Context: an optimization exercise on an open-source flow, tuned for small area. The choices shown serve that exercise and are no tape-out recipe. In this exercise RTL edits were held to simulation tests only and were not proved equivalent to the original.

===== flow/config.mk =====
export PLATFORM = sky130hd
export DESIGN_NAME = n2t_timing_engine
export DESIGN_NICKNAME = n2t_timing_engine
export VERILOG_FILES = /design/flow/design.v
export SDC_FILE = /design/flow/constraint.sdc
export NUM_CORES = 4
export LEC_CHECK = 0
export ABC_AREA = 1
export CAP_MARGIN = 20
export CORE_MARGIN = 2
export CORE_UTILIZATION = 40
export SLEW_MARGIN = 20

===== flow/constraint.sdc =====
create_clock -name core_clock -period 70.0 [get_ports {clk}]
set_input_delay 14.0000 -clock core_clock [delete_from_list [all_inputs] [get_ports {clk}]]
set_output_delay 14.0000 -clock core_clock [all_outputs]
set_load 0.01 [all_outputs]

===== flow/design.v =====
module n2t_prog_rom (
    input  wire [2:0]  index,
    output reg  [4:0]  len,
    output reg  [15:0] seq0,
    output reg  [15:0] seq1,
    output reg  [23:0] cnum
);
    always @* begin
        case (index)
            3'd0: begin len = 5'd1;  seq0 = 16'h0000; seq1 = 16'h0000; cnum = 24'd10000000; end
            3'd1: begin len = 5'd4;  seq0 = 16'h0006; seq1 = 16'h0003; cnum = 24'd2500000;  end
            3'd2: begin len = 5'd8;  seq0 = 16'h00AA; seq1 = 16'h000F; cnum = 24'd1250000;  end
            3'd3: begin len = 5'd16; seq0 = 16'h8001; seq1 = 16'hFFFF; cnum = 24'd625000;   end
            3'd4: begin len = 5'd1;  seq0 = 16'h0001; seq1 = 16'h0000; cnum = 24'd10000000; end
            3'd5: begin len = 5'd3;  seq0 = 16'h0005; seq1 = 16'h0003; cnum = 24'd3333333;  end
            3'd6: begin len = 5'd12; seq0 = 16'h0A5C; seq1 = 16'h03F0; cnum = 24'd833333;   end
            default: begin len = 5'd7; seq0 = 16'h005A; seq1 = 16'h0033; cnum = 24'd1428571; end
        endcase
    end
endmodule
module n2t_button #(
    parameter [63:0] INTERVAL = 64'd200
) (
    input  wire        clk,
    input  wire        rst,
    input  wire [63:0] now,
    input  wire [1:0]  pin,
    output reg  [1:0]  state,
    output reg  [1:0]  changed,
    output reg  [1:0]  state_n,
    output reg  [1:0]  changed_n
);
    reg [7:0]  sreg0, sreg1;
    reg [63:0] next_tick;
    wire       sample = now > next_tick;
    wire [7:0] sreg0_n = {sreg0[6:0], pin[0]};
    wire [7:0] sreg1_n = {sreg1[6:0], pin[1]};
    always @* begin
        state_n   = state;
        changed_n = 2'b00;
        if (sample) begin
            if (sreg0_n == 8'hFF && !state[0]) begin
                state_n[0] = 1'b1; changed_n[0] = 1'b1;
            end else if (sreg0_n == 8'h00 && state[0]) begin
                state_n[0] = 1'b0; changed_n[0] = 1'b1;
            end
            if (sreg1_n == 8'hFF && !state[1]) begin
                state_n[1] = 1'b1; changed_n[1] = 1'b1;
            end else if (sreg1_n == 8'h00 && state[1]) begin
                state_n[1] = 1'b0; changed_n[1] = 1'b1;
            end
        end
    end
    always @(posedge clk) begin
        if (rst) begin
            sreg0     <= 8'h00;
            sreg1     <= 8'h00;
            state     <= 2'b00;
            changed   <= 2'b00;
            next_tick <= now;
        end else begin
            if (sample) begin
                sreg0     <= sreg0_n;
                sreg1     <= sreg1_n;
                next_tick <= next_tick + INTERVAL;
            end
            state   <= state_n;
            changed <= changed_n;
        end
    end
endmodule
module n2t_out_channel (
    input  wire        clk,
    input  wire        rst,
    input  wire [4:0]  dsat,         
    input  wire        wrap,         
    input  wire        cmd_set,      
    input  wire        cmd_rev,      
    input  wire [15:0] cmd_value,
    output reg         data_pin,
    output reg         enable_pin,
    output reg         reverse
);
    localparam [1:0] ST_IDLE = 2'd0, ST_PAUSE = 2'd1, ST_DATASET = 2'd2, ST_ENABLESET = 2'd3;
    reg [1:0]  st;
    reg [15:0] data;
    reg [4:0]  bit_cnt;
    reg        last;
    reg [4:0]  wait_n;    
    wire [3:0] slot = last ? 4'd15 : bit_cnt[3:0];
    wire [3:0] k    = reverse ? (4'd15 - slot) : slot;
    wire       due  = dsat >= wait_n;
    always @(posedge clk) begin
        if (rst) begin
            st         <= ST_IDLE;
            data       <= 16'h0000;
            bit_cnt    <= 5'd0;
            reverse    <= 1'b0;
            last       <= 1'b0;
            data_pin   <= 1'b0;
            enable_pin <= 1'b0;
        end else if (cmd_set || cmd_rev) begin
            if (cmd_set) data <= cmd_value;
            if (cmd_rev) reverse <= ~reverse;
            bit_cnt <= 5'd0;
            last    <= 1'b0;
            st      <= ST_PAUSE;
            wait_n  <= 5'd1;
        end else if (st != ST_IDLE) begin
            if (!due) begin
                wait_n <= wait_n - dsat;
            end else begin
                wait_n <= wrap ? 5'd0 : 5'd21;
                case (st)
                    ST_PAUSE: begin
                        data_pin <= data[k];
                        if (!last) bit_cnt <= bit_cnt + 5'd1;
                        st <= ST_DATASET;
                    end
                    ST_DATASET: begin
                        enable_pin <= 1'b1;
                        st <= ST_ENABLESET;
                    end
                    default: begin   
                        enable_pin <= 1'b0;
                        if (bit_cnt < 5'd16) begin
                            st <= ST_PAUSE;
                        end else if (!last) begin
                            last <= 1'b1;
                            st   <= ST_PAUSE;
                        end else begin
                            st <= ST_IDLE;
                        end
                    end
                endcase
            end
        end
    end
endmodule
module n2t_in_channel (
    input  wire        clk,
    input  wire        rst,
    input  wire [4:0]  dsat,
    input  wire        wrap,         
    input  wire        data_in,
    input  wire        cmd_ack,      
    output reg         load_pin,
    output reg         shift_pin,
    output reg         clock_pin,
    output reg  [15:0] data,
    output wire [15:0] data_mirrored,
    output reg         data_changed
);
    localparam [1:0] ST_IDLE = 2'd0, ST_LOADING = 2'd1, ST_SHIFTOFF = 2'd2, ST_CLOCKON = 2'd3;
    reg [1:0]  st;
    reg [14:0] temp_data;
    reg [3:0]  bit_count;
    reg [3:0]  wait_n;
    wire [15:0] temp_data_n = {temp_data, data_in};
    wire        due = dsat >= {1'b0, wait_n};
    genvar i;
    generate
        for (i = 0; i < 16; i = i + 1) begin : g_mir
            assign data_mirrored[i] = data[15 - i];
        end
    endgenerate
    always @(posedge clk) begin
        if (rst) begin
            st           <= ST_IDLE;
            data         <= 16'h0000;
            temp_data    <= 15'h0000;
            bit_count    <= 4'd0;
            data_changed <= 1'b0;
            wait_n       <= 4'd1;
            load_pin     <= 1'b0;
            shift_pin    <= 1'b0;
            clock_pin    <= 1'b0;
        end else begin
            if (cmd_ack) data_changed <= 1'b0;
            if (!due) begin
                wait_n <= wait_n - dsat[3:0];
            end else begin
                wait_n <= wrap ? 4'd0 : 4'd11;
                case (st)
                    ST_IDLE: begin
                        load_pin  <= 1'b1;
                        shift_pin <= 1'b0;
                        clock_pin <= 1'b0;
                        st        <= ST_LOADING;
                    end
                    ST_LOADING: begin
                        load_pin  <= 1'b0;
                        shift_pin <= 1'b1;
                        st        <= ST_SHIFTOFF;
                    end
                    ST_SHIFTOFF: begin
                        clock_pin <= 1'b0;
                        temp_data <= temp_data_n[14:0];
                        if (bit_count == 4'd15) begin
                            data_changed <= (temp_data_n != data);
                            data         <= temp_data_n;
                            bit_count    <= 4'd0;
                            st           <= ST_IDLE;
                        end else begin
                            bit_count <= bit_count + 4'd1;
                            st        <= ST_CLOCKON;
                        end
                    end
                    default: begin   
                        clock_pin <= 1'b1;
                        st        <= ST_SHIFTOFF;
                    end
                endcase
            end
        end
    end
endmodule
module n2t_clock_seq (
    input  wire        clk,
    input  wire        rst,
    input  wire [63:0] now,
    input  wire [1:0]  btn_state,
    input  wire [1:0]  btn_changed,
    input  wire        cmd_cfreq,
    input  wire        cmd_cauto,
    input  wire        cmd_csync,
    input  wire        cmd_csynco,
    input  wire        cmd_psel,
    input  wire        cmd_pfreq,
    input  wire        cmd_pauto,
    input  wire        cmd_idx,      
    input  wire [15:0] cmd_imm,
    input  wire [2:0]  cmd_op,       
    output reg  [1:0]  clk_out,
    output reg  [1:0]  clk_mode,
    output reg  [15:0] clk_freq0,
    output reg  [15:0] clk_freq1,
    output wire [7:0]  cur_prog,
    output reg  [1:0]  seq_mode
);
    localparam [1:0] SEQ_MANUAL = 2'd0, SEQ_ONESHOT = 2'd1, SEQ_AUTO = 2'd2;
    reg [2:0]  prog;
    reg [63:0] clk_base0, clk_base1, seq_base;
    reg        clk_pend0, clk_pend1, seq_pend;
    reg [22:0] clk_tps0, clk_tps1;
    reg [23:0] seq_tps;
    reg [15:0] seq_freq;
    reg [3:0]  seq_step;
    assign cur_prog = {5'd0, prog};
    wire [4:0]  cur_len, sel_len;
    wire [15:0] cur_s0_unused, cur_s1_unused, sel_s0_unused, sel_s1_unused;
    wire [23:0] cur_cnum, sel_cnum, act_cnum_unused;
    n2t_prog_rom u_rom_cur (.index(prog), .len(cur_len),
                            .seq0(cur_s0_unused), .seq1(cur_s1_unused), .cnum(cur_cnum));
    n2t_prog_rom u_rom_sel (.index(cmd_imm[2:0]), .len(sel_len),
                            .seq0(sel_s0_unused), .seq1(sel_s1_unused), .cnum(sel_cnum));
    wire [2:0]  prog_n = cmd_psel ? cmd_imm[2:0] : prog;
    wire [4:0]  act_len;
    wire [15:0] act_seq0, act_seq1;
    n2t_prog_rom u_rom_act (.index(prog_n), .len(act_len),
                            .seq0(act_seq0), .seq1(act_seq1), .cnum(act_cnum_unused));
    wire [23:0] div_num = cmd_op[2] ? (cmd_op[0] ? cur_cnum : 24'd5000000) : sel_cnum;
    wire [15:0] div_den = cmd_op[2] ? cmd_imm : seq_freq;
    wire [23:0] new_tps = div_num / div_den;
    wire        sync   = (cmd_csync || cmd_csynco) && prog == 3'd0;
    wire        synco  = cmd_csynco && prog == 3'd0;
    wire [63:0] clk_next0 = clk_base0 + (clk_pend0 ? {41'd0, clk_tps0} : 64'd0);
    reg  [24:0] add1;
    always @* begin
        if (synco)      add1 = clk_pend0 ? {1'b0, clk_tps0, 1'b0} : {2'b00, clk_tps0};
        else if (sync)  add1 = clk_pend0 ? {2'b00, clk_tps0} : 25'd0;
        else            add1 = clk_pend1 ? {2'b00, clk_tps1} : 25'd0;
    end
    wire [63:0] clk_next1 = (sync ? clk_base0 : clk_base1) + {39'd0, add1};
    wire [63:0] seq_next  = seq_base + (seq_pend ? {40'd0, seq_tps} : 64'd0);
    wire cauto0 = cmd_cauto && !cmd_idx;
    wire cauto1 = cmd_cauto && cmd_idx;
    reg [1:0]  clk_st_n, clk_mode_n;
    reg        fire0, fire1;
    reg [1:0]  seq_mode_n;
    reg [3:0]  seq_step_n;
    reg        seq_fire, seq_start;
    reg        push;
    reg [3:0]  sig_k;
    reg [4:0]  step_inc;
    always @* begin
        clk_st_n   = clk_out;
        clk_mode_n = clk_mode ^ {cauto1, cauto0};
        fire0      = 1'b0;
        fire1      = 1'b0;
        seq_mode_n = seq_mode;
        seq_step_n = seq_step;
        seq_fire   = 1'b0;
        seq_start  = 1'b0;
        push       = 1'b0;
        sig_k      = 4'd0;
        if (sync) clk_st_n[1] = clk_out[0];
        if (cmd_psel) begin
            seq_step_n = 4'd0;
            seq_mode_n = SEQ_MANUAL;
        end
        if (cmd_pauto)
            seq_mode_n = (seq_mode == SEQ_MANUAL) ? SEQ_AUTO : SEQ_MANUAL;
        step_inc = {1'b0, seq_step_n} + 5'd1;
        if (prog_n == 3'd0) begin
            if (!clk_mode_n[0]) begin
                if (btn_changed[0]) clk_st_n[0] = btn_state[0];
            end else if (!cauto0 && now > clk_next0) begin
                clk_st_n[0] = ~clk_st_n[0];
                fire0 = 1'b1;
            end
            if (!clk_mode_n[1]) begin
                if (btn_changed[1]) clk_st_n[1] = btn_state[1];
            end else if (!cauto1 && now > clk_next1) begin
                clk_st_n[1] = ~clk_st_n[1];
                fire1 = 1'b1;
            end
        end else begin
            if (seq_mode_n == SEQ_MANUAL) begin
                if (btn_changed[0] && btn_state[0]) begin
                    seq_mode_n = SEQ_ONESHOT;
                    seq_start  = 1'b1;
                end
                if (btn_changed[1] && btn_state[1]) begin
                    seq_step_n = (step_inc == act_len) ? 4'd0 : step_inc[3:0];
                    push = 1'b1;
                end
            end else if (!cmd_pauto && now > seq_next) begin
                seq_step_n = (step_inc == act_len) ? 4'd0 : step_inc[3:0];
                if (seq_step_n == 4'd0 && seq_mode_n == SEQ_ONESHOT)
                    seq_mode_n = SEQ_MANUAL;
                seq_fire = 1'b1;
                push = 1'b1;
            end
            if (push) begin
                sig_k       = act_len[3:0] - seq_step_n - 4'd1;
                clk_st_n[0] = act_seq0[sig_k];
                clk_st_n[1] = act_seq1[sig_k];
            end
        end
    end
    always @(posedge clk) begin
        if (rst) begin
            clk_out   <= 2'b00;
            clk_mode  <= 2'b00;
            clk_base0 <= now;
            clk_base1 <= now;
            clk_pend0 <= 1'b0;
            clk_pend1 <= 1'b0;
            clk_tps0  <= 23'd500;
            clk_tps1  <= 23'd500;
            clk_freq0 <= 16'd10000;
            clk_freq1 <= 16'd10000;
            prog      <= 3'd0;
            seq_mode  <= SEQ_MANUAL;
            seq_step  <= 4'd0;
            seq_base  <= now;
            seq_pend  <= 1'b0;
            seq_tps   <= 24'd1000;
            seq_freq  <= 16'd10000;
        end else begin
            clk_out   <= clk_st_n;
            clk_mode  <= clk_mode_n;
            clk_base0 <= cauto0 ? now : clk_next0;
            clk_base1 <= cauto1 ? now : clk_next1;
            clk_pend0 <= fire0;
            clk_pend1 <= fire1;
            if (cmd_cfreq && !cmd_idx) begin
                clk_freq0 <= cmd_imm;
                clk_tps0  <= new_tps[22:0];
            end
            if (cmd_cfreq && cmd_idx) begin
                clk_freq1 <= cmd_imm;
                clk_tps1  <= new_tps[22:0];
            end
            prog      <= prog_n;
            seq_mode  <= seq_mode_n;
            seq_step  <= seq_step_n;
            seq_base  <= (cmd_pauto || seq_start) ? now : seq_next;
            seq_pend  <= seq_fire;
            if (cmd_psel || cmd_pfreq) seq_tps <= new_tps;
            if (cmd_pfreq) seq_freq <= cmd_imm;
        end
    end
endmodule
module n2t_timing_engine (
    input  wire        clk,
    input  wire        rst,
    input  wire [63:0] tick,
    input  wire [1:0]  btn_in,
    input  wire        in_data,
    input  wire        cmd_valid,
    input  wire [31:0] cmd,
    output wire [1:0]  clk_out,
    output wire [3:0]  out_data,
    output wire [3:0]  out_enable,
    output wire        in_load,
    output wire        in_shift,
    output wire        in_clock,
    output wire [1:0]  btn_state,
    output wire [1:0]  btn_changed,
    output wire [1:0]  clk_mode,
    output wire [15:0] clk_freq0,
    output wire [15:0] clk_freq1,
    output wire [3:0]  out_reversed,
    output wire [15:0] in_word,
    output wire [15:0] in_word_mirrored,
    output wire        in_changed,
    output wire [7:0]  cur_prog,
    output wire [1:0]  seq_mode,
    output reg         cmd_ok
);
    localparam [63:0] BUTTON_UPDATE_INTERVAL = 64'd200;
    wire [15:0] imm = cmd[15:0];
    wire is_nop    = (cmd == 32'h00000000);
    wire is_oset   = ((cmd & 32'hFFFC0000) == 32'h01000000);
    wire is_orev   = ((cmd & 32'hFFFCFFFF) == 32'h02000000);
    wire is_psel   = ((cmd & 32'hFFFF0000) == 32'h03000000);
    wire is_cfreq  = ((cmd & 32'hFFFE0000) == 32'h04000000);
    wire is_pfreq  = ((cmd & 32'hFFFF0000) == 32'h05000000);
    wire is_cauto  = ((cmd & 32'hFFFEFFFF) == 32'h06000000);
    wire is_csync  = (cmd == 32'h07000000);
    wire is_csynco = (cmd == 32'h08000000);
    wire is_pauto  = (cmd == 32'h09000000);
    wire is_iack   = (cmd == 32'h0A000000);
    wire psel_ok  = is_psel  && (imm[15:3] == 13'd0);
    wire cfreq_ok = is_cfreq && (imm != 16'd0);
    wire pfreq_ok = is_pfreq && (imm != 16'd0);
    wire accepted = is_nop || is_oset || is_orev || psel_ok || cfreq_ok || pfreq_ok
                 || is_cauto || is_csync || is_csynco || is_pauto || is_iack;
    wire do_oset   = cmd_valid && is_oset;
    wire do_orev   = cmd_valid && is_orev;
    wire do_psel   = cmd_valid && psel_ok;
    wire do_cfreq  = cmd_valid && cfreq_ok;
    wire do_pfreq  = cmd_valid && pfreq_ok;
    wire do_cauto  = cmd_valid && is_cauto;
    wire do_csync  = cmd_valid && is_csync;
    wire do_csynco = cmd_valid && is_csynco;
    wire do_pauto  = cmd_valid && is_pauto;
    wire do_iack   = cmd_valid && is_iack;
    always @(posedge clk) begin
        if (rst)            cmd_ok <= 1'b1;
        else if (cmd_valid) cmd_ok <= accepted;
    end
    reg  [63:0] prev_tick;
    always @(posedge clk) prev_tick <= tick;
    wire [63:0] dtick = tick - prev_tick;
    wire [4:0]  dsat  = (dtick[63:5] != 59'd0) ? 5'd31 : dtick[4:0];
    wire        wrap20 = (tick[63:5] == {59{1'b1}}) && (tick[4:0] >= 5'd12);
    wire        wrap10 = (tick[63:5] == {59{1'b1}}) && (tick[4:0] >= 5'd22);
    wire [1:0] btn_state_n, btn_changed_n;
    n2t_button #(.INTERVAL(BUTTON_UPDATE_INTERVAL)) u_btn (
        .clk       (clk),
        .rst       (rst),
        .now       (tick),
        .pin       (btn_in),
        .state     (btn_state),
        .changed   (btn_changed),
        .state_n   (btn_state_n),
        .changed_n (btn_changed_n)
    );
    n2t_clock_seq u_clock_seq (
        .clk         (clk),
        .rst         (rst),
        .now         (tick),
        .btn_state   (btn_state_n),
        .btn_changed (btn_changed_n),
        .cmd_cfreq   (do_cfreq),
        .cmd_cauto   (do_cauto),
        .cmd_csync   (do_csync),
        .cmd_csynco  (do_csynco),
        .cmd_psel    (do_psel),
        .cmd_pfreq   (do_pfreq),
        .cmd_pauto   (do_pauto),
        .cmd_idx     (cmd[16]),
        .cmd_imm     (imm),
        .cmd_op      (cmd[26:24]),
        .clk_out     (clk_out),
        .clk_mode    (clk_mode),
        .clk_freq0   (clk_freq0),
        .clk_freq1   (clk_freq1),
        .cur_prog    (cur_prog),
        .seq_mode    (seq_mode)
    );
    genvar i;
    generate
        for (i = 0; i < 4; i = i + 1) begin : g_out
            n2t_out_channel u_out (
                .clk        (clk),
                .rst        (rst),
                .dsat       (dsat),
                .wrap       (wrap20),
                .cmd_set    (do_oset && cmd[17:16] == i),
                .cmd_rev    (do_orev && cmd[17:16] == i),
                .cmd_value  (imm),
                .data_pin   (out_data[i]),
                .enable_pin (out_enable[i]),
                .reverse    (out_reversed[i])
            );
        end
    endgenerate
    n2t_in_channel u_in (
        .clk           (clk),
        .rst           (rst),
        .dsat          (dsat),
        .wrap          (wrap10),
        .data_in       (in_data),
        .cmd_ack       (do_iack),
        .load_pin      (in_load),
        .shift_pin     (in_shift),
        .clock_pin     (in_clock),
        .data          (in_word),
        .data_mirrored (in_word_mirrored),
        .data_changed  (in_changed)
    );
endmodule

===== flow/run.sh =====
#!/bin/bash
# synth_recipe.tcl (not shown) runs the flow's synth.tcl, then flattens the netlist and writes it again
# the make line also repeats each setting of config.mk as NAME=value (left out here)
make -C /OpenROAD-flow-scripts/flow DESIGN_CONFIG=/design/flow/config.mk WORK_HOME=/design/flow/orfs CLKGATE_MAP_FILE= SYNTH_SCRIPT=/design/flow/synth_recipe.tcl finish

==> metrics.md, run 1 <==
| Metric | Value |
|---|---|
| Status | finished clean |
| CP Max Fanout | 21 |
| Area grow syn2layout | 13.8% |
| Critical setup path kind | input port to register |
| Largest net degree at the start of global routing | 128 |
| First-pass GRT wire length | 282 mm |
| WL final | 181 mm |
| Layout cells sized above 1 | 7.52% |
| Final Skew | 0.0437 ns |
| Die area | 146000 um2 |
| Deepest clock path buffer count | 3 |
| Fin Setup TNS | 0 ns |
| Critical path's most frequent cell | nand2_1 |
| Initial Utilization | 40.3% |
| Synth area leader | dfxtp_1 |
| Slowest stage delay, CP | 0.50 ns |
| CP required | 70.60 ns |
| Multi-input gate area | 38100 um2 |
| Hold Buf Count CTS | 0 |
| Cell Area, Synth | 57000 um2 |
| Pre-Repair DR Iteration Count | 7 |
| Final RePlAce weighted congestion | 0.936 |
| Worst slew margin | 25.1% |
| Register Area | 13800 um2 |
| Crit end category | register |
| Max-cap viol count | 0 |
| Core Region | 142000 um2 |
| Die width | 382 um |
| Worst slew pin tran | 1.12 ns |
| Post-synth cell types | 84 |
| Total congestion overflow | 0 |
| EDFF count, synth | 84 |
| Main synth FF type | dfxtp_1 |
| Slowest-stage cell, CP | clkdlybuf4s50_1 |
| Minimum clock period | 65.17 ns |
| Clock-pin slew on the worst setup and hold paths | 0.06 ns |
| Yosys warning total | 6 |
| Via count | 55300 |
| Synth async-reset ratio | 0% |
| Port bufs | 195 |
| Post-synth top cells | nand2_1, inv_1, a21oi_1, nor2_1, ha_1 |
| Drt wl/cell | 17.3 um |
| Total global-route track usage | 23.9% |
| Hold violation count in the final report | 0 |
| IO Count | 201 |
| Most common cell in the synthesized netlist | nand2_1 |
| Final Cycle Share | 93.1% |
| # rows | 138 |
| Number of diodes | 0 |
| Clock sinks | 646 |
| Hpwl dp | 139 mm |
| Seq/Total Area, Yosys | 24.1% |
| Final Max Slew Viols | 0 |
| Synth Register Bits | 646 |
| Synth area leaders | dfxtp_1, ha_1, nand2_1 |
| Final Setup Violations | 0 |
| Max frequency | 15.3 MHz |
| Yosys top cell area share | 19.7% |
| Root buffer cell | clkbuf_16 |
| Filler Cell Count | 14600 |
| Die Ht | 382 um |
| Clock latency on the worst-skew pair | 0.71 ns |
| Antenna Nets Post-Route | 0 |
| HP Class | register to register |
| DRC | 0 |
| CTS tree | done |
| CTS Buf Count | 78 |
| DRT iter0 DRCs | 3706 |
| Post-Syn Instances | 8322 |
| Startpoint Class | input port |
| Antenna violations before repair | 0 |
| WP data arrival | 65.78 ns |
| H-tree depth | 3 |
| Avg Inst Size Synth | 6.85 um2 |
| Via/cell ratio | 5.28 |
| Number of global-route vias before repair | 51700 |
| Final net count | 9328 |
[per-stage QoR]
step / instance area (um2) / hold WS, ns / setup slack [ns] / instances / utilization [%]
global placement: 61000 / 0.439 / 0.615 / 10300 / 43.1
finish: 64900 / 0.452 / 4.83 / 10500 / 45.8
CTS: 63900 / 0.455 / 0.0369 / 10400 / 45.2
floorplan: 57100 / 0.424 / 0.205 / 8326 / -
global route: 64900 / 0.466 / -0.439 / 10500 / 45.8
detailed placement: 61000 / 0.446 / -1.39 / 10300 / 43.1
[what timing repair did]
item                                    in CTS  in global routing
pin swaps                                    1                 53
gates resized for setup                      7                158
buffers inserted                             0                 51
cloned                                       1                  5
endpoints found under the setup margin       3                  9
[final cells by class]
| cell class | count | area share [%] |
|---|---|---|
| Inverter | 1195 | 7.02 |
| Clock buffer | 113 | 3.65 |
| Timing Repair inverter | 3 | 0.0347 |
| Timing Repair Buffer | 353 | 4.90 |
| Tap cell | 1890 | 3.64 |
| Sequential cell | 646 | 21.2 |
| Multi-Input combinational cell | 6235 | 58.7 |
| Clock inverter | 33 | 0.837 |
[registers in the layout, summed over array words and instances, names as in the netlist, 7 cells and up]
register               count
u_clock_seq.seq_tps       24
u_clock_seq.clk_freq0     16
u_clock_seq.clk_base1     64
g_out.u_out.wait_n        20
u_btn.sreg0                7
u_btn.next_tick           64
g_out.u_out.data          64
prev_tick                 64
g_out.u_out.bit_cnt       20
u_in.data                 16
u_in.temp_data            15
u_clock_seq.seq_base      64
u_clock_seq.seq_freq      16
g_out.u_out.st             8
u_btn.sreg1                7
u_clock_seq.clk_tps1      23
u_clock_seq.clk_freq1     16
u_clock_seq.clk_base0     64
u_clock_seq.clk_tps0      23
[cell usage in the layout (no fill, tap or decap), types with 55 or more instances in the layout]
| cell | instances |
|---|---|
| nor4_1 | 79 |
| dfxtp_1 | 562 |
| buf_4 | 155 |
| inv_1 | 1155 |
| nand4_1 | 122 |
| nor3_1 | 154 |
| nand2_1 | 1559 |
| clkbuf_16 | 83 |
| a21oi_1 | 734 |
| edfxtp_1 | 84 |
| o21ai_1 | 63 |
| o21ai_0 | 627 |
| xor2_1 | 333 |
| xnor2_1 | 140 |
| ha_1 | 701 |
| clkdlybuf4s50_1 | 188 |
| or2_2 | 55 |
| nor2_1 | 705 |
| o211ai_1 | 81 |
| nand3_1 | 313 |
[cell families after synthesis]
logic type / after synthesis / synth area share (%)
simple gates: 3192 / 24.7
compound gates: 1839 / 17.8
flops: 646 / 24.1
xor+xnor: 474 / 7.28
fa+ha+maj: 714 / 15.8
buf+inv: 1448 / 10.1
mux: 8 / 0.158
other cells: 1 / 0.00657
[final timing paths]
| kind | startpoint | end | slack (ns) | depth (start not counted) |
|---|---|---|---|---|
| max | cmd[0] | u_clock_seq.clk_tps1[0] | 4.83 | 428 |
| min | g_out[2].u_out.data[12] | g_out[2].u_out.data[12] | 0.45 | 2 |
| max reg2reg | u_clock_seq.prog[1] | u_clock_seq.clk_tps1[0] | 18.19 | 426 |
| min reg2reg | g_out[2].u_out.data[12] | g_out[2].u_out.data[12] | 0.45 | 2 |
[worst max-delay path: cells and delay by family]
family	cells	cell delay, ns
and+or+nand+nor	202	18.50
buffers and inverters	65	5.97
AOI/OAI and AO/OA	137	20.04
adders and majority gates	24	7.13
[layer usage]
layer  routed length (um)  vias up  track usage (%)
met5                    0        -                0
met4                 4990        0             6.73
met3                 9010      259             2.88
met2                83400     1278             40.2
met1                83800    25600             32.2
li1                     -    28100                -
==> inputs of run 2 (changes only) <==
--- a/flow/design.v
+++ b/flow/design.v
@@ -19,4 +19,46 @@
     end
 endmodule
+module n2t_gt #(
+    parameter W = 64
+) (
+    input  wire [W-1:0] a,
+    input  wire [W-1:0] b,
+    output wire         gt
+);
+    wire [W:0] c;
+    assign c[0] = 1'b0;
+    genvar i;
+    generate
+        for (i = 0; i < W; i = i + 1) begin : g
+            assign c[i+1] = (a[i] & ~b[i]) | (a[i] & c[i]) | (~b[i] & c[i]);
+        end
+    endgenerate
+    assign gt = c[W];
+endmodule
+module n2t_add #(
+    parameter W  = 64,
+    parameter WB = 24
+) (
+    input  wire [W-1:0]  a,
+    input  wire [WB-1:0] b,
+    output wire [W-1:0]  s,
+    output wire          co
+);
+    wire [W:0] c;
+    assign c[0] = 1'b0;
+    genvar i;
+    generate
+        for (i = 0; i < W; i = i + 1) begin : g
+            if (i < WB) begin : g_fa
+                assign s[i]   = a[i] ^ b[i] ^ c[i];
+                assign c[i+1] = (a[i] & b[i]) | (a[i] & c[i]) | (b[i] & c[i]);
+            end else begin : g_ha
+                assign s[i]   = a[i] ^ c[i];
+                assign c[i+1] = a[i] & c[i];
+            end
+        end
+    endgenerate
+    assign co = c[W];
+endmodule
 module n2t_button #(
     parameter [63:0] INTERVAL = 64'd200
@@ -33,5 +75,10 @@
     reg [7:0]  sreg0, sreg1;
     reg [63:0] next_tick;
-    wire       sample = now > next_tick;
+    wire        sample;
+    wire [63:0] next_tick_inc;
+    wire        co_unused;
+    n2t_gt  #(.W(64))          u_gt  (.a(now), .b(next_tick), .gt(sample));
+    n2t_add #(.W(64), .WB(8))  u_add (.a(next_tick), .b(INTERVAL[7:0]),
+                                      .s(next_tick_inc), .co(co_unused));
     wire [7:0] sreg0_n = {sreg0[6:0], pin[0]};
     wire [7:0] sreg1_n = {sreg1[6:0], pin[1]};
@@ -63,5 +110,5 @@
                 sreg0     <= sreg0_n;
                 sreg1     <= sreg1_n;
-                next_tick <= next_tick + INTERVAL;
+                next_tick <= next_tick_inc;
             end
             state   <= state_n;
@@ -265,13 +312,18 @@
     wire        sync   = (cmd_csync || cmd_csynco) && prog == 3'd0;
     wire        synco  = cmd_csynco && prog == 3'd0;
-    wire [63:0] clk_next0 = clk_base0 + (clk_pend0 ? {41'd0, clk_tps0} : 64'd0);
-    reg  [24:0] add1;
-    always @* begin
-        if (synco)      add1 = clk_pend0 ? {1'b0, clk_tps0, 1'b0} : {2'b00, clk_tps0};
-        else if (sync)  add1 = clk_pend0 ? {2'b00, clk_tps0} : 25'd0;
-        else            add1 = clk_pend1 ? {2'b00, clk_tps1} : 25'd0;
-    end
-    wire [63:0] clk_next1 = (sync ? clk_base0 : clk_base1) + {39'd0, add1};
-    wire [63:0] seq_next  = seq_base + (seq_pend ? {40'd0, seq_tps} : 64'd0);
+    wire [63:0] clk_next0, clk_next1, seq_next;
+    wire [2:0]  co_unused;
+    n2t_add #(.W(64), .WB(23)) u_add0 (.a(clk_base0), .b(clk_tps0 & {23{clk_pend0}}),
+                                       .s(clk_next0), .co(co_unused[0]));
+    wire [63:0] base1 = sync ? clk_next0 : clk_base1;
+    wire [22:0] add1  = synco ? clk_tps0 : sync ? 23'd0 : (clk_tps1 & {23{clk_pend1}});
+    n2t_add #(.W(64), .WB(23)) u_add1 (.a(base1), .b(add1),
+                                       .s(clk_next1), .co(co_unused[1]));
+    n2t_add #(.W(64), .WB(24)) u_adds (.a(seq_base), .b(seq_tps & {24{seq_pend}}),
+                                       .s(seq_next), .co(co_unused[2]));
+    wire due0, due1, dues;
+    n2t_gt #(.W(64)) u_gt0 (.a(now), .b(clk_next0), .gt(due0));
+    n2t_gt #(.W(64)) u_gt1 (.a(now), .b(clk_next1), .gt(due1));
+    n2t_gt #(.W(64)) u_gts (.a(now), .b(seq_next),  .gt(dues));
     wire cauto0 = cmd_cauto && !cmd_idx;
     wire cauto1 = cmd_cauto && cmd_idx;
@@ -306,5 +358,5 @@
             if (!clk_mode_n[0]) begin
                 if (btn_changed[0]) clk_st_n[0] = btn_state[0];
-            end else if (!cauto0 && now > clk_next0) begin
+            end else if (!cauto0 && due0) begin
                 clk_st_n[0] = ~clk_st_n[0];
                 fire0 = 1'b1;
@@ -312,5 +364,5 @@
             if (!clk_mode_n[1]) begin
                 if (btn_changed[1]) clk_st_n[1] = btn_state[1];
-            end else if (!cauto1 && now > clk_next1) begin
+            end else if (!cauto1 && due1) begin
                 clk_st_n[1] = ~clk_st_n[1];
                 fire1 = 1'b1;
@@ -326,5 +378,5 @@
                     push = 1'b1;
                 end
-            end else if (!cmd_pauto && now > seq_next) begin
+            end else if (!cmd_pauto && dues) begin
                 seq_step_n = (step_inc == act_len) ? 4'd0 : step_inc[3:0];
                 if (seq_step_n == 4'd0 && seq_mode_n == SEQ_ONESHOT)
@@ -443,10 +495,18 @@
         else if (cmd_valid) cmd_ok <= accepted;
     end
-    reg  [63:0] prev_tick;
-    always @(posedge clk) prev_tick <= tick;
-    wire [63:0] dtick = tick - prev_tick;
-    wire [4:0]  dsat  = (dtick[63:5] != 59'd0) ? 5'd31 : dtick[4:0];
-    wire        wrap20 = (tick[63:5] == {59{1'b1}}) && (tick[4:0] >= 5'd12);
-    wire        wrap10 = (tick[63:5] == {59{1'b1}}) && (tick[4:0] >= 5'd22);
+    reg  [63:0] last_lim;
+    reg         lim_ovf;
+    wire [58:0] lim_hi;
+    wire        tick_hi_ones;    
+    n2t_add #(.W(59), .WB(1)) u_lim (.a(tick[63:5]), .b(1'b1), .s(lim_hi), .co(tick_hi_ones));
+    always @(posedge clk) begin
+        last_lim <= {lim_hi, tick[4:0]};
+        lim_ovf  <= tick_hi_ones;
+    end
+    wire        below_lim;
+    n2t_gt #(.W(64)) u_lim_gt (.a(last_lim), .b(tick), .gt(below_lim));
+    wire [4:0]  dsat = (below_lim || lim_ovf) ? (tick[4:0] - last_lim[4:0]) : 5'd31;
+    wire        wrap20 = tick_hi_ones && (tick[4:0] >= 5'd12);
+    wire        wrap10 = tick_hi_ones && (tick[4:0] >= 5'd22);
     wire [1:0] btn_state_n, btn_changed_n;
     n2t_button #(.INTERVAL(BUTTON_UPDATE_INTERVAL)) u_btn (
==> run 2 against run 1 <==
  * Still clean
  * Register-to-register slack worse by 2.1 ns
  * Utilization is 1.7 points higher
  * First-iteration DRC count is 5.6% lower
  * Worst hold slack worse by 0.010 ns
  * Worst setup slack worse by 1.4 ns
  * Synthesized area is 14% lower
==> metrics.md, run 2 <==
| Metric | Value |
|---|---|
| Synth area leaders | dfxtp_1, ha_1, nand2_1 |
| Core Region | 122000 um2 |
| Worst setup endpoint | u_clock_seq.clk_tps0[0] |
| Crit-path leading delay family | compound AO/OA/AOI/OAI gates |
| HP Class | register to register |
| Worst slew pin tran | 1.17 ns |
| WP buf/inv | 73 |
| CTS tree | done |
| Max frequency | 15.0 MHz |
| Startpoint Class | input port |
| WP data arrival | 67.11 ns |
| Total congestion overflow | 0 |
| Total global-route track usage | 21.5% |
| Complex-gate fraction of the synthesized area | 20.3% |
| CP required | 70.55 ns |
| Critical path's most frequent cell | nand2_1 |
| Hpwl dp | 104 mm |
| Final Setup Violations | 0 |
| Root buffer cell | clkbuf_16 |
| Yosys warning total | 6 |
| Final Max Slew Viols | 0 |
| Number of global-route vias before repair | 41800 |
| Final RePlAce weighted congestion | 0.902 |
| Antenna violations before repair | 11 |
| Pre-Repair DR Iteration Count | 6 |
| Hold violation count in the final report | 0 |
| Critical setup path kind | input port to register |
| Post-synth top cells | nand2_1, inv_1, o21ai_0, dfxtp_1, ha_1 |
| Synth area leader | dfxtp_1 |
| DRT iter0 DRCs | 3497 |
| Commonest non-fill, non-tap cell in the layout | nand2_1 |
| Xor and xnor area share after synthesis | 4.13% |
| Slowest stage delay, CP | 0.40 ns |
| Via/cell ratio | 5.10 |
| Die area | 125000 um2 |
| Clock sinks | 647 |
| Reg2reg path depth | 431 |
| Mux cell area share after synthesis | 0% |
| Fin cells | 8854 |
| Initial Utilization | 40.3% |
| CP Max Fanout | 10 |
| Antenna Nets Post-Route | 0 |
| CP Depth | 427 |
| Final net count | 7896 |
| Post-Syn Instances | 6843 |
| Final Skew | 0.0377 ns |
| Drt wl/cell | 15.9 um |
| EDFF count, synth | 84 |
| Yosys top cell area share | 23.0% |
| Post-synth cell types | 73 |
| Main synth FF type | dfxtp_1 |
| Layout cells sized above 1 | 10.7% |
| IO Count | 201 |
| Synth Register Bits | 647 |
| Crit end category | register |
| Fin util | 47.5% |
| Status | finished clean |
| Most frequent cells in the layout | nand2_1, inv_1, o21ai_0 |
| Final Cycle Share | 95.1% |
| Area grow syn2layout | 18.1% |
| Dpl ws | -1.38 ns |
| WL final | 140 mm |
| Fraction of the mapped netlist area in adder cells | 17.4% |
| Post-Synth Simple-Gate Area | 18.8% |
| Reg-to-reg slack, setup | 16.13 ns |
| Slowest-stage cell, CP | clkdlybuf4s50_1 |
| Via count | 45200 |
| Port bufs | 195 |
| Minimum clock period | 66.56 ns |
| Most common cell in the synthesized netlist | nand2_1 |
| DRC | 0 |
| DP Cell Count | 8595 |
| Cell Area, Synth | 48900 um2 |
| Reg2reg end | u_clock_seq.clk_tps0[0] |
| Clock-pin slew on the worst setup and hold paths | 0.06 ns |
| R2r startpoint | u_clock_seq.prog[0] |
| Synth async-reset ratio | 0% |
| Largest net degree at the start of global routing | 129 |
| Largest family of logic cells by synthesized area | compound AO/OA/AOI/OAI gates |
| Fin worst setup slack | 3.44 ns |
| Seq/Total Area, Yosys | 28.2% |
| Max-cap viol count | 0 |
| Worst setup path startpoint | cmd[9] |
| Die Ht | 354 um |
| Deepest clock path buffer count | 3 |
| Die width | 354 um |
| Clock latency on the worst-skew pair | 0.68 ns |
| CTS Buf Count | 80 |
| Hold Buf Count CTS | 0 |
| First-pass GRT wire length | 221 mm |
| Worst slew margin | 21.4% |
| H-tree depth | 3 |
| Avg Inst Size Synth | 7.15 um2 |
| # rows | 128 |
-- run 2: cell types whose count changed in the layout (fill, tap and decap cells not counted), sizes merged, moves of 53 or more --
cell	previous run	this run
a21oi	786	444
nor2	744	340
o22ai	29	215
nand4	123	32
nor4	79	23
xor2	334	141
nor3	155	44
fa	10	74
o21ai	712	765
a22o	0	53
nand3	342	211
nand2	1638	1472
buf	160	300
ha	704	561
-- run 2: worst min path at each step --
stage                               from                   endpoint  slack, ns  cells past startpoint
6_report       g_out[2].u_out.enable_pin  g_out[2].u_out.enable_pin       0.44                      2
4_1_cts        g_out[2].u_out.enable_pin  g_out[2].u_out.enable_pin       0.45                      2
5_1_grt          g_out[2].u_out.data[10]    g_out[2].u_out.data[10]       0.47                      2
2_1_floorplan  g_out[0].u_out.enable_pin  g_out[0].u_out.enable_pin       0.42                      2
3_5_place_dp   g_out[2].u_out.enable_pin  g_out[2].u_out.enable_pin       0.44                      2
3_3_place_gp   g_out[2].u_out.enable_pin  g_out[2].u_out.enable_pin       0.43                      2
-- run 2: routing by layer --
layer  up-vias  share of wire, %  track usage (%)
li1      23300                 -                -
met4         8               3.2             7.47
met3       202               4.4             2.28
met5         -             0.033                0
met1     20700                47             29.8
met2       957                45             34.7
-- run 2: logic make-up after synthesis --
| kind of cell | count (synthesis) |
|---|---|
| adder cells (fa/ha/maj) | 635 |
| AND/OR/NAND/NOR | 2184 |
| XOR/XNOR | 231 |
| flip-flops | 647 |
| buffers and inverters | 1415 |
| AO/OA/AOI/OAI | 1730 |
| other | 1 |
-- run 2: metrics by stage --
| stage | setup TNS [ns] | cell area [um2] | hold WS, ns |
|---|---|---|---|
| 2_1_floorplan | 0 | 49200 | 0.424 |
| 3_3_place_gp | 0 | 53400 | 0.433 |
| 3_5_place_dp | -4.13 | 53400 | 0.439 |
| 4_1_cts | 0 | 56200 | 0.446 |
| 5_1_grt | -3.07 | 57800 | 0.469 |
| 6_report | 0 | 57800 | 0.442 |
-- run 2: area by class of cell --
type                            instances  area (um2)
Clock inverter                         38         498
Antenna cell                            5        12.5
Fill cell                           12000       63800
Sequential cell                       647       13800
Inverter                             1149        4380
Timing Repair inverter                  2        17.5
Clock buffer                          109        2290
Timing Repair Buffer                  492        4220
Multi-Input combinational cell       4787       30500
Tap cell                             1625        2030
-- run 2: worst min-delay path: cells and delay by family (launching register included) --
kind                   cells  cell delay [ns]
buffers and inverters      1             0.04
DFF                        1             0.30
AOI/OAI and AO/OA          1             0.05
-- run 2: repair_timing --
| action | CTS | global route |
|---|---|---|
| pin swaps | 0 | 157 |
| buffers inserted | 0 | 103 |
| gates resized for setup | 12 | 220 |
| setup endpoints to repair | 3 | 9 |
| cloned | 0 | 4 |
==> inputs of run 3 (changes only) <==
--- a/flow/design.v
+++ b/flow/design.v
@@ -61,4 +61,45 @@
     assign co = c[W];
 endmodule
+module n2t_div (
+    input  wire [23:0] num,
+    input  wire [15:0] den,
+    output wire [23:0] q
+);
+    wire [16*25-1:0] R;
+    assign R[16*24 +: 16] = 16'd0;
+    genvar i;
+    generate
+        for (i = 0; i < 24; i = i + 1) begin : st
+            localparam integer W  = (24 - i) < 17 ? (24 - i) : 17;
+            localparam integer RW = W < 16 ? W : 16;
+            wire [W-1:0] a;
+            wire [W-1:0] d;
+            wire         hi;
+            if (W == 1) begin : g_a1
+                assign a = num[i];
+            end else begin : g_an
+                assign a = {R[16*(i+1) +: W-1], num[i]};
+            end
+            if (W == 17) begin : g_d17
+                assign d  = {1'b0, den};
+                assign hi = 1'b0;
+            end else if (W == 16) begin : g_d16
+                assign d  = den;
+                assign hi = 1'b0;
+            end else begin : g_dn
+                assign d  = den[W-1:0];
+                assign hi = |den[15:W];
+            end
+            wire [W:0] t = {1'b0, a} - {1'b0, d};
+            assign q[i] = ~hi & ~t[W];
+            wire [RW-1:0] r = q[i] ? t[RW-1:0] : a[RW-1:0];
+            if (RW == 16) begin : g_r16
+                assign R[16*i +: 16] = r;
+            end else begin : g_rn
+                assign R[16*i +: 16] = {{(16-RW){1'b0}}, r};
+            end
+        end
+    endgenerate
+endmodule
 module n2t_button #(
     parameter [63:0] INTERVAL = 64'd200
@@ -73,5 +114,6 @@
     output reg  [1:0]  changed_n
 );
-    reg [7:0]  sreg0, sreg1;
+    reg [1:0]  last;
+    reg [2:0]  run0, run1;
     reg [63:0] next_tick;
     wire        sample;
@@ -81,19 +123,15 @@
     n2t_add #(.W(64), .WB(8))  u_add (.a(next_tick), .b(INTERVAL[7:0]),
                                       .s(next_tick_inc), .co(co_unused));
-    wire [7:0] sreg0_n = {sreg0[6:0], pin[0]};
-    wire [7:0] sreg1_n = {sreg1[6:0], pin[1]};
+    wire [1:0] full = {run1 == 3'd7, run0 == 3'd7};
+    wire [1:0] same = ~(pin ^ last);
     always @* begin
         state_n   = state;
         changed_n = 2'b00;
         if (sample) begin
-            if (sreg0_n == 8'hFF && !state[0]) begin
-                state_n[0] = 1'b1; changed_n[0] = 1'b1;
-            end else if (sreg0_n == 8'h00 && state[0]) begin
-                state_n[0] = 1'b0; changed_n[0] = 1'b1;
-            end
-            if (sreg1_n == 8'hFF && !state[1]) begin
-                state_n[1] = 1'b1; changed_n[1] = 1'b1;
-            end else if (sreg1_n == 8'h00 && state[1]) begin
-                state_n[1] = 1'b0; changed_n[1] = 1'b1;
+            if (same[0] && full[0] && pin[0] != state[0]) begin
+                state_n[0] = pin[0]; changed_n[0] = 1'b1;
+            end
+            if (same[1] && full[1] && pin[1] != state[1]) begin
+                state_n[1] = pin[1]; changed_n[1] = 1'b1;
             end
         end
@@ -101,6 +139,7 @@
     always @(posedge clk) begin
         if (rst) begin
-            sreg0     <= 8'h00;
-            sreg1     <= 8'h00;
+            last      <= 2'b00;
+            run0      <= 3'd7;
+            run1      <= 3'd7;
             state     <= 2'b00;
             changed   <= 2'b00;
@@ -108,6 +147,7 @@
         end else begin
             if (sample) begin
-                sreg0     <= sreg0_n;
-                sreg1     <= sreg1_n;
+                last      <= pin;
+                run0      <= !same[0] ? 3'd1 : full[0] ? 3'd7 : run0 + 3'd1;
+                run1      <= !same[1] ? 3'd1 : full[1] ? 3'd7 : run1 + 3'd1;
                 next_tick <= next_tick_inc;
             end
@@ -132,9 +172,8 @@
     reg [1:0]  st;
     reg [15:0] data;
-    reg [4:0]  bit_cnt;
-    reg        last;
+    reg [4:0]  slot_n;    
     reg [4:0]  wait_n;    
-    wire [3:0] slot = last ? 4'd15 : bit_cnt[3:0];
-    wire [3:0] k    = reverse ? (4'd15 - slot) : slot;
+    wire [3:0] slot = slot_n[4] ? 4'd15 : slot_n[3:0];
+    wire [3:0] k    = slot ^ {4{reverse}};
     wire       due  = dsat >= wait_n;
     always @(posedge clk) begin
@@ -142,7 +181,6 @@
             st         <= ST_IDLE;
             data       <= 16'h0000;
-            bit_cnt    <= 5'd0;
+            slot_n     <= 5'd0;
             reverse    <= 1'b0;
-            last       <= 1'b0;
             data_pin   <= 1'b0;
             enable_pin <= 1'b0;
@@ -150,6 +188,5 @@
             if (cmd_set) data <= cmd_value;
             if (cmd_rev) reverse <= ~reverse;
-            bit_cnt <= 5'd0;
-            last    <= 1'b0;
+            slot_n  <= 5'd0;
             st      <= ST_PAUSE;
             wait_n  <= 5'd1;
@@ -162,5 +199,5 @@
                     ST_PAUSE: begin
                         data_pin <= data[k];
-                        if (!last) bit_cnt <= bit_cnt + 5'd1;
+                        if (!slot_n[4]) slot_n <= slot_n + 5'd1;
                         st <= ST_DATASET;
                     end
@@ -171,11 +208,9 @@
                     default: begin   
                         enable_pin <= 1'b0;
-                        if (bit_cnt < 5'd16) begin
-                            st <= ST_PAUSE;
-                        end else if (!last) begin
-                            last <= 1'b1;
-                            st   <= ST_PAUSE;
-                        end else begin
+                        if (slot_n[4] && slot_n[0]) begin
                             st <= ST_IDLE;
+                        end else begin
+                            if (slot_n[4]) slot_n <= 5'd17;
+                            st <= ST_PAUSE;
                         end
                     end
@@ -309,5 +344,6 @@
     wire [23:0] div_num = cmd_op[2] ? (cmd_op[0] ? cur_cnum : 24'd5000000) : sel_cnum;
     wire [15:0] div_den = cmd_op[2] ? cmd_imm : seq_freq;
-    wire [23:0] new_tps = div_num / div_den;
+    wire [23:0] new_tps;
+    n2t_div u_div (.num(div_num), .den(div_den), .q(new_tps));
     wire        sync   = (cmd_csync || cmd_csynco) && prog == 3'd0;
     wire        synco  = cmd_csynco && prog == 3'd0;
==> run 3 against run 2 <==
  * Largest cell class unchanged
  * Via count shrank 4.1%
  * Synthesized area shrank 0.49%
  * Still clean
  * Cell count shrank 4.3%
  * Sequential share of layout area grew 0.71 points
  * Sequential cell count shrank 10
  * Worst hold slack gained 0.0044 ns
==> metrics.md, run 3 <==
| Metric | Value |
|---|---|
| Status | finished clean |
| Critical path's most frequent cell | a21oi_1 |
| Yosys top cell area share | 22.7% |
| Number of global-route vias before repair | 40800 |
| Deepest clock path buffer count | 3 |
| Synth Register Bits | 637 |
| Post-synth top cells | nand2_1, inv_1, o21ai_0, ha_1, dfxtp_1 |
| Yosys warning total | 6 |
| Crit end category | register |
| Final Skew | 0.0373 ns |
| H-tree depth | 3 |
| CTS tree | done |
| Via count | 43300 |
| Clock sinks | 637 |
| Avg Inst Size Synth | 7.31 um2 |
| Commonest non-fill, non-tap cell in the layout | nand2_1 |
| GR Util met1 | 28.9% |
| Antenna violations before repair | 12 |
| Slowest stage delay, CP | 0.65 ns |
| Antenna Nets Post-Route | 0 |
| CTS Buf Count | 83 |
| Die area | 125000 um2 |
| Hold violation count in the final report | 0 |
| Pre-Repair DR Iteration Count | 6 |
| Final Max Slew Viols | 0 |
| Cell Area, Synth | 48700 um2 |
| First-pass GRT wire length | 216 mm |
| Most common cell in the synthesized netlist | nand2_1 |
| Synth area leader | dfxtp_1 |
| Worst slew pin tran | 1.08 ns |
| Final net count | 7532 |
| Synth async-reset ratio | 0% |
| DRT iter0 DRCs | 2786 |
| Core Region | 121000 um2 |
| Critical setup path kind | input port to register |
| Max-cap viol count | 0 |
| Initial Utilization | 40.2% |
| Synth area leaders | dfxtp_1, ha_1, nand2_1 |
| Main synth FF type | dfxtp_1 |
| Hpwl dp | 102 mm |
| EDFF count, synth | 84 |
| Hold WS | 0.446 ns |
| Clock-pin slew on the worst setup and hold paths | 0.06 ns |
| Area grow syn2layout | 13.5% |
| Final Setup Violations | 0 |
| Minimum clock period | 65.09 ns |
| Final Cycle Share | 93.0% |
| Clock latency on the worst-skew pair | 0.67 ns |
| Global route hottest layer | met2 |
| Slowest-stage cell, CP | clkdlybuf4s50_1 |
| Total congestion overflow | 0 |
| WL final | 134 mm |
| Most frequent cells in the layout | nand2_1, inv_1, o21ai_0 |
| WP data arrival | 65.64 ns |
| Post-synth cell types | 73 |
| IO Count | 201 |
| DRC | 0 |
| Die width | 353 um |
| CP Max Fanout | 33 |
| Startpoint Class | input port |
| Met3 usage | 2.60% |
| CP required | 70.55 ns |
| GR Util met2 | 34.4% |
| HP Class | register to register |
| Total global-route track usage | 21.1% |
| Final RePlAce weighted congestion | 0.919 |
| Layout cells sized above 1 | 5.89% |
| Seq/Total Area, Yosys | 27.9% |
| Hold Buf Count CTS | 0 |
| Via/cell ratio | 5.11 |
| Post-Syn Instances | 6663 |
| Max frequency | 15.4 MHz |
| # rows | 128 |
| Port bufs | 195 |
| Largest net degree at the start of global routing | 183 |
| Root buffer cell | clkbuf_16 |
| Worst slew margin | 27.5% |
| Die Ht | 353 um |
| Drt wl/cell | 15.9 um |
run 3: cell types whose count changed after synthesis, sizes merged, moves of 32 or more:
cell    previous run  this run
nand2           1472      1314
inv             1140      1083
o21bai            40        94
xor2             141       187
o21ai            765       807
nand3            209       169
a21oi            444       476
run 3: cells by family after synthesis:
family          synth area share, %
xor+xnor                       4.60
simple gates                   16.4
buf+inv                        10.9
other cells                 0.00770
flops                          27.9
fa+ha+maj                      18.3
mux                           0.262
compound gates                 21.6
run 3: worst paths after layout:
path	start	endpoint	slack, ns	cells after the start
max reg2reg	u_clock_seq.prog[0]	u_clock_seq.clk_tps1[0]	18.28	364
min	u_in.clock_pin	u_in.clock_pin	0.45	2
min reg2reg	u_in.clock_pin	u_in.clock_pin	0.45	2
max	cmd[7]	u_clock_seq.clk_tps1[0]	4.91	364
run 3: cell type report:
type	instances	area (um2)
antenna	6	15.0
clock buffer	123	2370
clock inverter	28	369
fill	12200	65900
inverter	1091	4150
multi-input combinational	4678	30100
sequential	637	13600
tap	1625	2030
timing repair buffer	282	2660
timing repair inverter	1	8.76
run 3: timing repair:
action	4_1_cts	5_1_grt
buffers inserted	0	40
resized for setup	0	105
endpoints found under the setup margin	0	9
run 3: routing by layer:
layer | wire length (um) | vias to the layer above
met5 | 29 | -
met4 | 3870 | 4
met1 | 63400 | 19800
li1 | - | 22400
met3 | 6490 | 178
met2 | 60600 | 920
run 3: through the flow:
| step | setup TNS, ns | area, um2 | setup WS, ns | utilization, % | cells |
|---|---|---|---|---|---|
| 2_1_floorplan | 0 | 48700 | 0.647 | - | 6667 |
| 3_3_place_gp | 0 | 51900 | 1.71 | 42.8 | 8273 |
| 3_5_place_dp | 0 | 51900 | 0.371 | 42.8 | 8273 |
| 4_1_cts | 0 | 54700 | 0.870 | 45.1 | 8424 |
| 5_1_grt | -1.02 | 55300 | -0.363 | 45.6 | 8469 |
| 6_report | 0 | 55300 | 4.91 | 45.6 | 8471 |
run 3: worst max-delay path, delay by kind of cell:
kind / cells / cell delay [ns]
compound gates: 181 / 25.31
fa+ha+maj: 23 / 8.40
buf+inv: 32 / 3.45
mux: 5 / 1.56
simple gates: 123 / 12.87
==> inputs of run 4 (changes only) <==
==> flow/flow/run.sh (new file) <==
#!/bin/bash
# Layout flow: the standard flow (standard.sh), with one change to
# synthesis: ORFS's synthesis runs unchanged up to technology mapping, then
# ABC maps the divider (n2t_div, kept as its own module until the final
# flatten) with ORFS's area script and the rest of the design with a
# stronger area-recovery script (flow/area.abc). Registers are mapped by
# dfflibmap before ABC, exactly as in the standard synthesis.
set -euo pipefail
W=$(pwd)
F=$W/flow

# ORFS's synth.tcl with the ABC call split in two
python3 - "$FLOW_HOME/scripts/synth.tcl" "$W/synth_split.tcl" "$F" <<'PY'
import sys
src, dst, f = sys.argv[1:4]
s = open(src).read()
pre = "source $::env(SCRIPTS_DIR)/synth_preamble.tcl"
assert s.count(pre) == 1
s = s.replace(pre, pre + "\n"
    "set div_abc_args  [lreplace $abc_args 1 1 %s/div.abc]\n"
    "set rest_abc_args [lreplace $abc_args 1 1 %s/area.abc]\n" % (f, f))
call = "  log_cmd abc {*}$abc_args\n"
assert s.count(call) == 1
s = s.replace(call, "  log_cmd abc {*}$div_abc_args n2t_div\n"
                    "  log_cmd abc {*}$rest_abc_args n2t_timing_engine\n")
open(dst, "w").write(s)
PY

# The standard flow's synthesis script, sourcing the split copy
sed "s#source \$::env(SCRIPTS_DIR)/synth.tcl#source $W/synth_split.tcl#" synth_recipe.tcl > my_synth.tcl
grep -q "synth_split.tcl" my_synth.tcl

# The standard flow's config, keeping the divider as a module through synthesis
{ cat config.mk; echo "export SYNTH_KEEP_MODULES = n2t_div"; } > my_config.mk

sed -e "s#DESIGN_CONFIG=[^ ]*#DESIGN_CONFIG=$W/my_config.mk#" \
    -e "s#SYNTH_SCRIPT=[^ ]*#SYNTH_SCRIPT=$W/my_synth.tcl#" standard.sh > my_standard.sh
grep -q "my_synth.tcl" my_standard.sh
grep -q "my_config.mk" my_standard.sh

bash my_standard.sh finish > make_finish.log 2>&1
==> flow/flow/area.abc (new file) <==
strash
dc2
dch -f
amap
mfs2
strash
dch -f
amap
==> flow/flow/div.abc (new file) <==
strash
dch
map -B 0.9
topo
stime -c
buffer -c
upsize -c
dnsize -c
==> flow/standard.sh (new file) <==
#!/bin/bash
# synth_recipe.tcl (not shown) runs the flow's synth.tcl, then flattens the netlist and writes it again
# the make line also repeats each setting of config.mk as NAME=value (left out here)
make -C /OpenROAD-flow-scripts/flow DESIGN_CONFIG=/design/flow/config.mk WORK_HOME=/design/flow/orfs CLKGATE_MAP_FILE= SYNTH_SCRIPT=/design/flow/synth_recipe.tcl "${@:-finish}"
--- a/flow/config.mk
+++ b/flow/config.mk
@@ -10,3 +10,4 @@
 export CORE_MARGIN = 2
 export CORE_UTILIZATION = 40
+export CTS_BUF_LIST = sky130_fd_sc_hd__clkbuf_8
 export SLEW_MARGIN = 20
removed: flow/run.sh
==> run 4 against run 3 <==
  * Still clean on timing, DRC and antenna
  * Sequential cell count stayed put
  * Via count fell by 1.3%
  * Routed wire length up 3.7%
  * Fmax up 0.81%
  * Worst hold slack improved by 0.015 ns
  * Worst setup slack improved by 0.53 ns
  * Sequential share of layout area grew 1.0 points
  * Cell count decreased by 7.9%
  * Final area is 3.9% lower
  * Critical path depth is 12 lower
  * Critical endpoint unchanged
==> metrics.md, run 4 <==
| Metric | Value |
|---|---|
| Antenna Nets Post-Route | 0 |
| Main synth FF type | dfxtp_1 |
| DRC | 0 |
| Most frequent cells in the layout | nor2_1, nand2_1, ha_1 |
| Final Setup Violations | 0 |
| Max-cap viol count | 0 |
| Commonest non-fill, non-tap cell in the layout | nor2_1 |
| EDFF count, synth | 84 |
| Via/cell ratio | 5.48 |
| Yosys top cell area share | 23.9% |
| Yosys warning total | 6 |
| Clock latency on the worst-skew pair | 0.81 ns |
| Critical setup path kind | input port to register |
| Max frequency | 15.5 MHz |
| # rows | 124 |
| HP Class | register to register |
| Final net count | 6951 |
| Post-synth cell types | 78 |
| Root buffer cell | clkbuf_8 |
| CTS Buf Count | 114 |
| Total congestion overflow | 0 |
| Number of global-route vias before repair | 40900 |
| Seq/Total Area, Yosys | 29.4% |
| Final RePlAce weighted congestion | 0.918 |
| Hold violation count in the final report | 0 |
| Minimum clock period | 64.57 ns |
| Most common cell in the synthesized netlist | nor2_1 |
| Layout cells sized above 1 | 7.09% |
| CP Max Fanout | 29 |
| Worst slew pin tran | 1.00 ns |
| First-pass GRT wire length | 219 mm |
| Synth area leader | dfxtp_1 |
| CP required | 70.63 ns |
| Post-synth top cells | nor2_1, nand2_1, ha_1, dfxtp_1, a21oi_1 |
| Hpwl dp | 102 mm |
| Clock-pin slew on the worst setup and hold paths | 0.06 ns |
| Status | finished clean |
| Largest net degree at the start of global routing | 89 |
| Hold Buf Count CTS | 0 |
| Final Max Slew Viols | 0 |
| Startpoint Class | input port |
| WP data arrival | 65.20 ns |
| Pre-Repair DR Iteration Count | 6 |
| Final Cycle Share | 92.2% |
| IO Count | 201 |
| H-tree depth | 3 |
| Deepest clock path buffer count | 3 |
| Clock sinks | 637 |
| Finished Cell Area | 53100 um2 |
| Slowest-stage cell, CP | clkdlybuf4s50_1 |
| Core Region | 115000 um2 |
| Filler Cell Count | 11500 |
| Via count | 42800 |
| Port bufs | 195 |
| Drt wl/cell | 17.8 um |
| Avg Inst Size Synth | 7.91 um2 |
| Total global-route track usage | 22.9% |
| DRT iter0 DRCs | 2730 |
| Antenna violations before repair | 2 |
| Die area | 118000 um2 |
| WL final | 139 mm |
| Worst slew margin | 33.0% |
| Initial Utilization | 40.4% |
| Post-Syn Instances | 5847 |
| Slowest stage delay, CP | 0.49 ns |
| Crit end category | register |
| Die Ht | 344 um |
| Die width | 344 um |
| Critical path's most frequent cell | nand2_1 |
| Final Skew | 0.0713 ns |
| Cell Area, Synth | 46300 um2 |
| Area grow syn2layout | 14.8% |
| Synth Register Bits | 637 |
| Hold WS | 0.461 ns |
| Dpl cell area | 50300 um2 |
| CTS tree | done |
| Synth area leaders | dfxtp_1, ha_1, nor2_1 |
| Synth async-reset ratio | 0% |
-- run 4: cell types whose count changed after synthesis, sizes merged, moves of 125 or more --
cell	before	now
a22oi	25	150
clkbuf	186	3
clkinv	8	394
inv	1083	323
nand2	1314	703
nor2	328	758
o21ai	807	277
-- run 4: logic make-up after synthesis --
kind of cell,synth area share (%)
flops,29.4
simple gates,17.3
compound gates,24.3
other cells,0.00810
xor+xnor,2.92
buf+inv,6.82
fa+ha+maj,19.3
-- run 4: per-stage QoR --
step	utilization, %	setup TNS, ns	instances	worst slack [ns]
after global placement	43.9	0	7559	1.66
final	46.4	0	7804	5.43
after global routing	46.4	-0.703	7802	-0.246
after detailed placement	43.9	-0.435	7559	-0.157
after CTS	46.0	0	7771	0.488
after floorplan	-	0	5851	8.71
-- run 4: layer usage --
layer | vias up | track usage, % | wire [um]
li1 | 21600 | - | -
met1 | 20000 | 30.2 | 63300
met2 | 956 | 38.6 | 65100
met3 | 253 | 3.15 | 6570
met4 | 0 | 7.48 | 4360
met5 | - | 0 | 0
-- run 4: path summary, 6_finish.rpt --
path / from / to / slack (ns) / cells after the start
min: u_clock_seq.clk_tps0[17] / u_clock_seq.clk_tps0[17] / 0.46 / 2
min reg2reg: u_clock_seq.clk_tps0[17] / u_clock_seq.clk_tps0[17] / 0.46 / 2
max reg2reg: u_clock_seq.prog[1] / u_clock_seq.clk_tps1[0] / 19.00 / 352
max: cmd[26] / u_clock_seq.clk_tps1[0] / 5.43 / 352
-- run 4: worst max-delay path: cells and delay by family --
kind / cells / cell delay [ns]
buffers and inverters: 34 / 4.48
AND/OR/NAND/NOR: 130 / 14.53
adder cells (fa/ha/maj): 23 / 8.18
AO/OA/AOI/OAI: 165 / 23.93
-- run 4: area by class of cell --
| type | count | area [um2] | area share (%) |
|---|---|---|---|
| Tap cell | 1512 | 1890 | 3.56 |
| Timing Repair inverter | 1 | 5.00 | 0.00942 |
| Sequential cell | 637 | 13600 | 25.6 |
| Multi-Input combinational cell | 4438 | 29800 | 56.1 |
| Clock inverter | 66 | 435 | 0.820 |
| Timing Repair Buffer | 284 | 2650 | 4.98 |
| Antenna cell | 3 | 7.51 | 0.0141 |
| Clock buffer | 146 | 2010 | 3.78 |
| Inverter | 717 | 2740 | 5.15 |
-- run 4: modules after synthesis (local to each module, per instance) --
module             copies in the design  area [um2]
n2t_div                               1       13100
n2t_timing_engine                     1       33100
-- run 4: timing repair --
item | CTS | global route
gates resized for setup | 0 | 71
setup endpoints to repair | 0 | 9
setup buffers | 0 | 22

## re-timing with driven ports
No port has a modelled driver above. Below, the same layouts with a new extraction and two added sets of constraints. Step 1: set_driving_cell puts a clkbuf_16 on clk and a buf_2 on each other input, an assumption about the parent block. Step 2 moves the port delays by t, midway between the first and last clock arrival at a register: inputs arrive t later, outputs are due t later. That takes back most of the time a late clock gives input paths. Three values: ideal ports, drivers, drivers and shift; two values: the first two.
run	t, ns	setup WS [ns]	worst setup path after step 2	latest minus earliest clock arrival (ns)	cell pins on the clock port's net
run 1	0.764	4.827 / 4.879 / 4.115	input to register	0.043 / 0.044	1
run 2	0.715	3.444 / 3.468 / 2.753	input to register	0.050 / 0.050	1
run 3	0.726	4.907 / 4.932 / 4.206	input to register	0.042 / 0.042	1
run 4	0.849	5.433 / 5.473 / 4.624	input to register	0.072 / 0.072	1
After both steps every run listed still meets setup and hold. For run 4, which loses most, drivers alone change the setup slack by +0.040 ns; drivers and shift together by -0.809 ns.
